Source: an optimization exercise on an open RTL-to-GDS flow (aim: small area). Production flows keep margins and buffers that such runs may drop. RTL that was checked went through simulation tests only; none was proved equivalent to the original. Power is estimated from default activity; no workload was simulated.

## old
## framer_rx
module framer_rx (
    input  wire        clk,
    input  wire        rst,
    input  wire        in_valid,
    input  wire [7:0]  in_byte,
    input  wire        in_exhaust,
    output reg         ev_valid,
    output wire [2:0]  ev,
    output wire [2:0]  st,
    output wire        frm_byte_valid,
    output wire [7:0]  frm_byte,
    output wire [16:0] frm_len,
    output wire [31:0] frm_crc_rx,
    output wire [31:0] frm_crc_calc,
    output wire [2:0]  hdr_version,
    output wire        hdr_packet_type,
    output wire        hdr_sec_hdr_flag,
    output wire [10:0] hdr_apid,
    output wire [1:0]  hdr_seq_flags,
    output wire [13:0] hdr_seq_count,
    output wire [15:0] hdr_data_length,
    output wire [47:0] hdr_timing_info,
    output wire [7:0]  hdr_segment_number,
    output wire [7:0]  hdr_function_code,
    output wire [15:0] hdr_address_code
);
Settings: LEC_CHECK=0, CAP_MARGIN=20, CORE_MARGIN=2, CORE_UTILIZATION=65, SLEW_MARGIN=20; clock period 5.0 ns.
standard.sh (not shown) runs the stock make flow with config.mk's settings and CLKGATE_MAP_FILE= SYNTH_SCRIPT=/design/flow/synth_recipe.tcl, a recipe that flattens the netlist after the stock synthesis.
==> flow/flow/run.sh <==
#!/bin/bash
# The standard layout (standard.sh), with these changes:
#  - synthesis maps logic with one pass of ABC's &dch/&nf mapping and no
#    buffering or upsizing (flow/synth.tcl, flow/abc_area.script);
#  - after floorplan, combinational cells are swapped to their smallest
#    drive strength (flow/downsize.tcl); later repair upsizes where needed;
#  - ports are buffered with sky130_fd_sc_hd__buf_1 instead of the larger
#    cell buffer_ports picks by default;
#  - CTS uses small clock buffers, clusters of at most 18 sinks, and
#    inserts no dummy loads.
export FLOW_WORK=$PWD
export MY_ABC_SCRIPT=$PWD/flow/abc_area.script
export POST_FLOORPLAN_TCL=$PWD/flow/downsize.tcl
export BUFFER_PORTS_ARGS="-buffer_cell sky130_fd_sc_hd__buf_1"
export CTS_ARGS="-sink_clustering_enable -sink_clustering_size 18 -sink_clustering_max_diameter 60 -repair_clock_nets -dont_use_dummy_load -buf_list {sky130_fd_sc_hd__clkbuf_2 sky130_fd_sc_hd__clkbuf_4 sky130_fd_sc_hd__clkbuf_8}"
sed "s#SYNTH_SCRIPT=[^ ]*#SYNTH_SCRIPT=$PWD/flow/synth.tcl#" standard.sh > flow_standard.sh
grep -q "SYNTH_SCRIPT=$PWD/flow/synth.tcl" flow_standard.sh || { echo "could not set SYNTH_SCRIPT" >&2; exit 1; }
bash flow_standard.sh > standard.log 2>&1
Other scripts of this flow, unchanged in this note and not shown: flow/flow/abc_area.script, flow/flow/downsize.tcl, flow/flow/synth.tcl
old was carried through to the last stage, and its layout satisfied the timing, DRC and antenna checks.
The inputs of new differ from those of old as listed below.
-- flow/design.v --
<<< old, line 8
    output wire [2:0]  ev,
    output wire [2:0]  st,
    output wire        frm_byte_valid,
    output wire [7:0]  frm_byte,
    output wire [16:0] frm_len,
>>> new, line 8
    output wire [2:0]  ev,
    output wire [2:0]  st,
    output reg         frm_byte_valid,
    output wire [7:0]  frm_byte,
    output wire [16:0] frm_len,
<<< old, line 57
    wire n_is_12   = n[3] & n[2];             
    wire n_is_dlen = (n == 16'hFFF2);        
    wire short_len = ({lb, in_byte} < 16'd13);
    reg  [7:0] crc_byte;
>>> new, line 57
    wire n_is_12   = n[3] & n[2];             
    wire n_is_dlen = (n == 16'hFFF2);        
    wire crc_clr   = in_idle | in_sync;
    wire crc_en    = crc_clr | (feed & (in_hdr | (in_data & ~n_is_dlen)));
    wire short_len = ({lb, in_byte} < 16'd13);
    reg  [7:0] crc_byte;
<<< old, line 128
            s              <= S_IDLE;
            ev_valid       <= 1'b0;
        end else begin
            ev_valid       <= in_valid | in_exhaust;
            if (feed) begin
                case (s)
>>> new, line 130
            s              <= S_IDLE;
            ev_valid       <= 1'b0;
            frm_byte_valid <= 1'b0;
        end else begin
            ev_valid       <= in_valid | in_exhaust;
            frm_byte_valid <= feed & in_frame;
            if (feed) begin
                case (s)
<<< old, line 162
        else if (feed)
            n <= (in_shdr & n_is_12) ? ~hdr[87:72] : n + 16'd1;
        if (in_idle | in_sync)
            crc <= 32'd0;
        else if (feed & (in_hdr | (in_data & ~n_is_dlen)))
            crc <= crc_next;
    end
    assign st           = {s[2], s[1] & ~s[2], s[0] & ~s[2]};
    assign ev           = e;
    assign frm_byte     = lb;
    assign frm_byte_valid = ev_valid & (s[2] | (s[1] & s[0]) |
                                        (s[1] & ~(n[2] & ~n[1] & n[0])) |
                                        e[1] | e[2]);
    assign frm_crc_rx   = crc_rx;
    assign frm_crc_calc = crc;
>>> new, line 166
        else if (feed)
            n <= (in_shdr & n_is_12) ? ~hdr[87:72] : n + 16'd1;
        if (crc_en)
            crc <= crc_next & {32{~crc_clr}};
    end
    assign st           = {s[2], s[1] & ~s[2], s[0] & ~s[2]};
    assign ev           = e;
    assign frm_byte     = lb;
    assign frm_crc_rx   = crc_rx;
    assign frm_crc_calc = crc;
==> comparison <==
Combinational power: new vs old up about 2%. Summary of new over old: die width now larger; internal power contribution now larger; compound-cell area share of the yosys netlist now smaller; critical path depth in cells comparable. Diff old -> new | number of instances in the synthesized netlist | decrease of about 4.6%.
No run of this note included a check of the RTL's function; only the layout flow was run.

main:
The RTL this note starts from:
==> flow/design.v <==
module framer_rx (
    input  wire        clk,
    input  wire        rst,
    input  wire        in_valid,
    input  wire [7:0]  in_byte,
    input  wire        in_exhaust,
    output reg         ev_valid,
    output wire [2:0]  ev,
    output wire [2:0]  st,
    output reg         frm_byte_valid,
    output wire [7:0]  frm_byte,
    output wire [16:0] frm_len,
    output wire [31:0] frm_crc_rx,
    output wire [31:0] frm_crc_calc,
    output wire [2:0]  hdr_version,
    output wire        hdr_packet_type,
    output wire        hdr_sec_hdr_flag,
    output wire [10:0] hdr_apid,
    output wire [1:0]  hdr_seq_flags,
    output wire [13:0] hdr_seq_count,
    output wire [15:0] hdr_data_length,
    output wire [47:0] hdr_timing_info,
    output wire [7:0]  hdr_segment_number,
    output wire [7:0]  hdr_function_code,
    output wire [15:0] hdr_address_code
);
    localparam [2:0] S_IDLE  = 3'd0;
    localparam [2:0] S_SYNC  = 3'd1;
    localparam [2:0] S_PHDR  = 3'd2;
    localparam [2:0] S_SHDR  = 3'd3;
    localparam [2:0] S_DATA  = 3'd4;
    localparam [2:0] S_T1    = 3'd5;
    localparam [2:0] S_T2    = 3'd6;
    localparam [2:0] S_T3    = 3'd7;
    localparam [15:0] N_START = 16'hFFFD;
    reg  [2:0]   s;
    reg  [15:0]  n;           
    reg  [31:0]  crc;         
    reg  [15:0]  last2;       
    reg  [127:0] hdr;         
    reg  [2:0]   e;           
    reg          mm;          
    wire feed   = in_valid;
    wire [7:0] lb = last2[7:0];
    wire [31:0] crc_rx = {n, last2};
    wire [15:0] dlen = hdr[95:80];
    wire in_idle  = (s == S_IDLE);
    wire in_sync  = (s == S_SYNC);
    wire in_phdr  = (s == S_PHDR);
    wire in_shdr  = (s == S_SHDR);
    wire in_data  = (s == S_DATA);
    wire in_trail = s[2] & (s[1] | s[0]);
    wire in_hdr   = in_phdr | in_shdr;
    wire in_frame = s[2] | s[1];
    wire match     = (lb == 8'h55) && (in_byte == 8'hAA);
    wire n_is_2    = n[1] & ~n[0] & ~n[2];    
    wire n_is_12   = n[3] & n[2];             
    wire n_is_dlen = (n == 16'hFFF2);        
    wire short_len = ({lb, in_byte} < 16'd13);
    reg  [7:0] crc_byte;
    always @* begin
        case (s[1:0])
            2'd0: crc_byte = crc[31:24];
            2'd1: crc_byte = crc[23:16];
            2'd2: crc_byte = crc[15:8];
            default: crc_byte = crc[7:0];
        endcase
    end
    wire byte_ne = (in_byte != crc_byte);
    wire [31:0] crc_next;
    wire x0 = crc[0] ^ in_byte[0];
    wire x1 = crc[1] ^ in_byte[1];
    wire x2 = crc[2] ^ in_byte[2];
    wire x3 = crc[3] ^ in_byte[3];
    wire x4 = crc[4] ^ in_byte[4];
    wire x5 = crc[5] ^ in_byte[5];
    wire x6 = crc[6] ^ in_byte[6];
    wire x7 = crc[7] ^ in_byte[7];
    wire p0 = x0 ^ x1;
    wire p1 = x2 ^ x5;
    wire p2 = x3 ^ x6;
    wire p3 = x4 ^ x7;
    wire p4 = p0 ^ x4;
    wire p5 = x5 ^ x6;
    wire p6 = x1 ^ x7;
    wire p7 = x0 ^ x4;
    wire p8 = p1 ^ p2;
    wire p9 = p2 ^ p3;
    wire p10 = p3 ^ x1;
    wire p11 = p10 ^ x3;
    wire p12 = x2 ^ x3;
    wire p13 = p1 ^ p3;
    wire p14 = p0 ^ x7;
    assign crc_next[0] = ~(crc[8] ^ x2);
    assign crc_next[1] = crc[9] ^ x0 ^ x3;
    assign crc_next[2] = ~(crc[10] ^ p4);
    assign crc_next[3] = ~(crc[11] ^ p1 ^ x1);
    assign crc_next[4] = crc[12] ^ p2 ^ x0 ^ x2;
    assign crc_next[5] = crc[13] ^ p11;
    assign crc_next[6] = crc[14] ^ x4 ^ x5;
    assign crc_next[7] = ~(crc[15] ^ p5 ^ x0);
    assign crc_next[8] = ~(crc[16] ^ p6 ^ x6);
    assign crc_next[9] = ~(crc[17] ^ x7);
    assign crc_next[10] = ~(crc[18] ^ x2);
    assign crc_next[11] = ~(crc[19] ^ x3);
    assign crc_next[12] = crc[20] ^ p7;
    assign crc_next[13] = ~(crc[21] ^ p0 ^ x5);
    assign crc_next[14] = ~(crc[22] ^ x1 ^ x2 ^ x6);
    assign crc_next[15] = ~(crc[23] ^ p12 ^ x7);
    assign crc_next[16] = crc[24] ^ p12 ^ p7;
    assign crc_next[17] = ~(crc[25] ^ p4 ^ x3 ^ x5);
    assign crc_next[18] = crc[26] ^ p1 ^ p4 ^ x6;
    assign crc_next[19] = crc[27] ^ p6 ^ p8;
    assign crc_next[20] = crc[28] ^ p9;
    assign crc_next[21] = crc[29] ^ p13;
    assign crc_next[22] = crc[30] ^ p8;
    assign crc_next[23] = crc[31] ^ p9;
    assign crc_next[24] = p13 ^ x0;
    assign crc_next[25] = ~(p0 ^ p8);
    assign crc_next[26] = p0 ^ p9 ^ x2;
    assign crc_next[27] = p11 ^ x5;
    assign crc_next[28] = ~(p5 ^ p7);
    assign crc_next[29] = p14 ^ p5;
    assign crc_next[30] = ~(p14 ^ x6);
    assign crc_next[31] = ~(p6);
    always @(posedge clk) begin
        if (rst) begin
            s              <= S_IDLE;
            ev_valid       <= 1'b0;
            frm_byte_valid <= 1'b0;
        end else begin
            ev_valid       <= in_valid | in_exhaust;
            frm_byte_valid <= feed & in_frame;
            if (feed) begin
                case (s)
                    S_IDLE:  s <= S_SYNC;
                    S_SYNC:  if (match) s <= S_PHDR;
                    S_PHDR:  if (n_is_2) s <= short_len ? S_IDLE : S_SHDR;
                    S_SHDR:  if (n_is_12) s <= S_DATA;
                    S_DATA:  if (n_is_dlen) s <= S_T1;
                    S_T1:    s <= S_T2;
                    S_T2:    s <= S_T3;
                    default: s <= S_IDLE;
                endcase
            end else if (in_exhaust) begin
                s <= S_IDLE;
            end
        end
    end
    always @(posedge clk) begin
        e[0] <= feed & ((in_sync & ~match) | ((s == S_T3) & (mm | byte_ne)));
        e[1] <= feed & (s == S_T3);
        e[2] <= feed & in_phdr & n_is_2 & short_len;
        if (feed)
            mm <= (mm & in_trail) | byte_ne;
        if (feed)
            last2 <= {last2[7:0], in_byte};
        if (feed & in_hdr)
            hdr <= {hdr[119:0], in_byte};
        if (in_idle | in_sync)
            n <= N_START;
        else if (in_trail)
            begin if (feed) n <= {n[7:0], last2[15:8]}; end
        else if (feed)
            n <= (in_shdr & n_is_12) ? ~hdr[87:72] : n + 16'd1;
        if (in_idle | in_sync)
            crc <= 32'd0;
        else if (feed & (in_hdr | (in_data & ~n_is_dlen)))
            crc <= crc_next;
    end
    assign st           = {s[2], s[1] & ~s[2], s[0] & ~s[2]};
    assign ev           = e;
    assign frm_byte     = lb;
    assign frm_crc_rx   = crc_rx;
    assign frm_crc_calc = crc;
    assign frm_len      = {1'b0, dlen} + 17'd7;
    assign hdr_version        = hdr[127:125];
    assign hdr_packet_type    = hdr[124];
    assign hdr_sec_hdr_flag   = hdr[123];
    assign hdr_apid           = hdr[122:112];
    assign hdr_seq_flags      = hdr[111:110];
    assign hdr_seq_count      = hdr[109:96];
    assign hdr_data_length    = hdr[95:80];
    assign hdr_timing_info    = hdr[79:32];
    assign hdr_segment_number = hdr[31:24];
    assign hdr_function_code  = hdr[23:16];
    assign hdr_address_code   = hdr[15:0];
endmodule
==> flow/config.mk <==
export PLATFORM = sky130hd
export DESIGN_NAME = framer_rx
export DESIGN_NICKNAME = framer_rx
export VERILOG_FILES = /design/flow/design.v
export SDC_FILE = /design/flow/constraint.sdc
export NUM_CORES = 4
export LEC_CHECK = 0
export CAP_MARGIN = 20
export CORE_MARGIN = 2
export CORE_UTILIZATION = 65
export SLEW_MARGIN = 20
==> flow/constraint.sdc <==
create_clock -name core_clock -period 5.0 [get_ports {clk}]
set_input_delay 1.0000 -clock core_clock [delete_from_list [all_inputs] [get_ports {clk}]]
set_output_delay 1.0000 -clock core_clock [all_outputs]
set_load 0.01 [all_outputs]
==> flow/flow/abc_area.script <==
&get -n
&st
&dch
&nf
&put
topo
dnsize
==> flow/flow/downsize.tcl <==
# Run after floorplan (POST_FLOORPLAN_TCL): swap every combinational cell that
# synthesis upsized for timing back to the smallest cell of the same function
# (same name with another drive-strength suffix). Later repair steps upsize
# again where timing needs it.
set db [ord::get_db]
set lib_masters {}
foreach lib [$db getLibs] {
  foreach m [$lib getMasters] {
    dict set lib_masters [$m getName] $m
  }
}
set dont_use $::env(DONT_USE_CELLS)
set swapped 0
foreach inst [[ord::get_db_block] getInsts] {
  set m [$inst getMaster]
  set name [$m getName]
  if {[$m getType] ne "CORE"} { continue }
  if {![regexp {^(sky130_fd_sc_hd__[a-z0-9]+)_([0-9]+)$} $name -> base drive]} { continue }
  # leave sequential cells and buffers as they are
  if {[regexp {__(df|edf|sdf|sedf|dl|buf|clk|conb|tap|fill|decap)} $base]} { continue }
  set area [expr {[$m getWidth] * [$m getHeight]}]
  set best ""
  foreach d {0 1 2} {
    set cand "${base}_$d"
    if {$cand eq $name} { continue }
    if {![dict exists $lib_masters $cand]} { continue }
    if {[lsearch -exact $dont_use $cand] >= 0} { continue }
    set cm [dict get $lib_masters $cand]
    set ca [expr {[$cm getWidth] * [$cm getHeight]}]
    if {$ca < $area} { set area $ca; set best $cand }
  }
  if {$best ne ""} {
    replace_cell [$inst getName] $best
    incr swapped
  }
}
puts "downsize: swapped $swapped cells"
==> flow/flow/synth.tcl <==
# The standard flow's synthesis script (synth_recipe.tcl), with ABC's logic mapping run
# with flow/abc_area.script (one &dch/&nf mapping pass, no buffering or
# upsizing) instead of ORFS's speed script.
# Flip-flops are mapped before ABC runs, so registers are unchanged.
proc abc {args} {
  set i [lsearch -exact $args -script]
  if {$i >= 0} {
    set args [lreplace $args $i [expr {$i + 1}] -script $::env(MY_ABC_SCRIPT)]
  }
  yosys abc {*}$args
}
source $::env(FLOW_WORK)/synth_recipe.tcl
Scripts as last shown in full above: flow/flow/run.sh
Looking at the reports, main completed the entire flow and the layout it produced met the timing, DRC and antenna checks.
The inputs of the feature branch differ from those of main as listed below.
diff --git a/flow/design.v b/flow/design.v
--- a/flow/design.v
+++ b/flow/design.v
@@ -38,8 +38,7 @@
     reg  [31:0]  crc;         
     reg  [15:0]  last2;       
     reg  [127:0] hdr;         
-    reg  [2:0]   e;           
-    reg          mm;          
+    reg  [1:0]   e;
     wire feed   = in_valid;
     wire [7:0] lb = last2[7:0];
     wire [31:0] crc_rx = {n, last2};
@@ -57,16 +56,6 @@
     wire n_is_12   = n[3] & n[2];             
     wire n_is_dlen = (n == 16'hFFF2);        
     wire short_len = ({lb, in_byte} < 16'd13);
-    reg  [7:0] crc_byte;
-    always @* begin
-        case (s[1:0])
-            2'd0: crc_byte = crc[31:24];
-            2'd1: crc_byte = crc[23:16];
-            2'd2: crc_byte = crc[15:8];
-            default: crc_byte = crc[7:0];
-        endcase
-    end
-    wire byte_ne = (in_byte != crc_byte);
     wire [31:0] crc_next;
     wire x0 = crc[0] ^ in_byte[0];
     wire x1 = crc[1] ^ in_byte[1];
@@ -148,11 +137,8 @@
         end
     end
     always @(posedge clk) begin
-        e[0] <= feed & ((in_sync & ~match) | ((s == S_T3) & (mm | byte_ne)));
-        e[1] <= feed & (s == S_T3);
-        e[2] <= feed & in_phdr & n_is_2 & short_len;
-        if (feed)
-            mm <= (mm & in_trail) | byte_ne;
+        e[0] <= feed & ((in_sync & ~match) | (in_phdr & n_is_2 & short_len));
+        e[1] <= feed & ((s == S_T3) | (in_phdr & n_is_2 & short_len));
         if (feed)
             last2 <= {last2[7:0], in_byte};
         if (feed & in_hdr)
@@ -169,7 +155,8 @@
             crc <= crc_next;
     end
     assign st           = {s[2], s[1] & ~s[2], s[0] & ~s[2]};
-    assign ev           = e;
+    assign ev           = {e[1] & e[0], e[1] & ~e[0],
+                           (e[0] & ~e[1]) | (e[1] & ~e[0] & (crc_rx != crc))};
     assign frm_byte     = lb;
     assign frm_crc_rx   = crc_rx;
     assign frm_crc_calc = crc;
Notes after the runs:
- The lower routed length per instance came out of the feature branch.
- Compared with main, the feature branch shows flip-flop and latch share of the layout cell area lower by 1.2 points.
- The feature branch vs main — slew at the pin closest to its max-slew limit dropped 0.038 ns.
- The feature branch vs main: height of the die up slightly
- The feature branch against main: share of the clock period used by the worst path after layout rose by 0.59 points; overall fraction of global-route tracks in use rose by 0.41 points.
- Relative to main, mapped cell area has increased by about 0.7% in the feature branch.
Only the layout flow was run in the feature branch; the RTL was not checked for function there.

## afterwards: timing with drivers on the ports
The flow's constraints put no driver on any port. The routed layouts listed below were extracted and timed again, unchanged, in two steps.
Step 1 (the two cells are an assumption about what drives the block):
set clk [get_ports {clk}]
set_driving_cell -lib_cell sky130_fd_sc_hd__clkbuf_16 $clk
set_driving_cell -lib_cell sky130_fd_sc_hd__buf_2 [delete_from_list [all_inputs] $clk]
Step 2, shift: input delay + t, output delay - t, t = (earliest + latest rising clock arrival at the registers) / 2. This alone moves slack from input paths to output paths.
Slacks: ideal ports / drivers / drivers and shift; pairs: ideal ports / drivers.
| run | t, ns | setup slack, ns | worst data-port slew with drivers (ns) |
|---|---|---|---|
| old | 0.497 | 1.304 / 1.265 / 1.762 | 0.03 |
| new | 0.506 | 1.420 / 1.385 / 1.598 | 0.03 |
| main | 0.495 | 1.343 / 1.307 / 1.543 | 0.03 |
| the feature branch | 0.485 | 1.313 / 1.274 / 1.678 | 0.04 |
After both steps setup and hold are still met in every run listed.
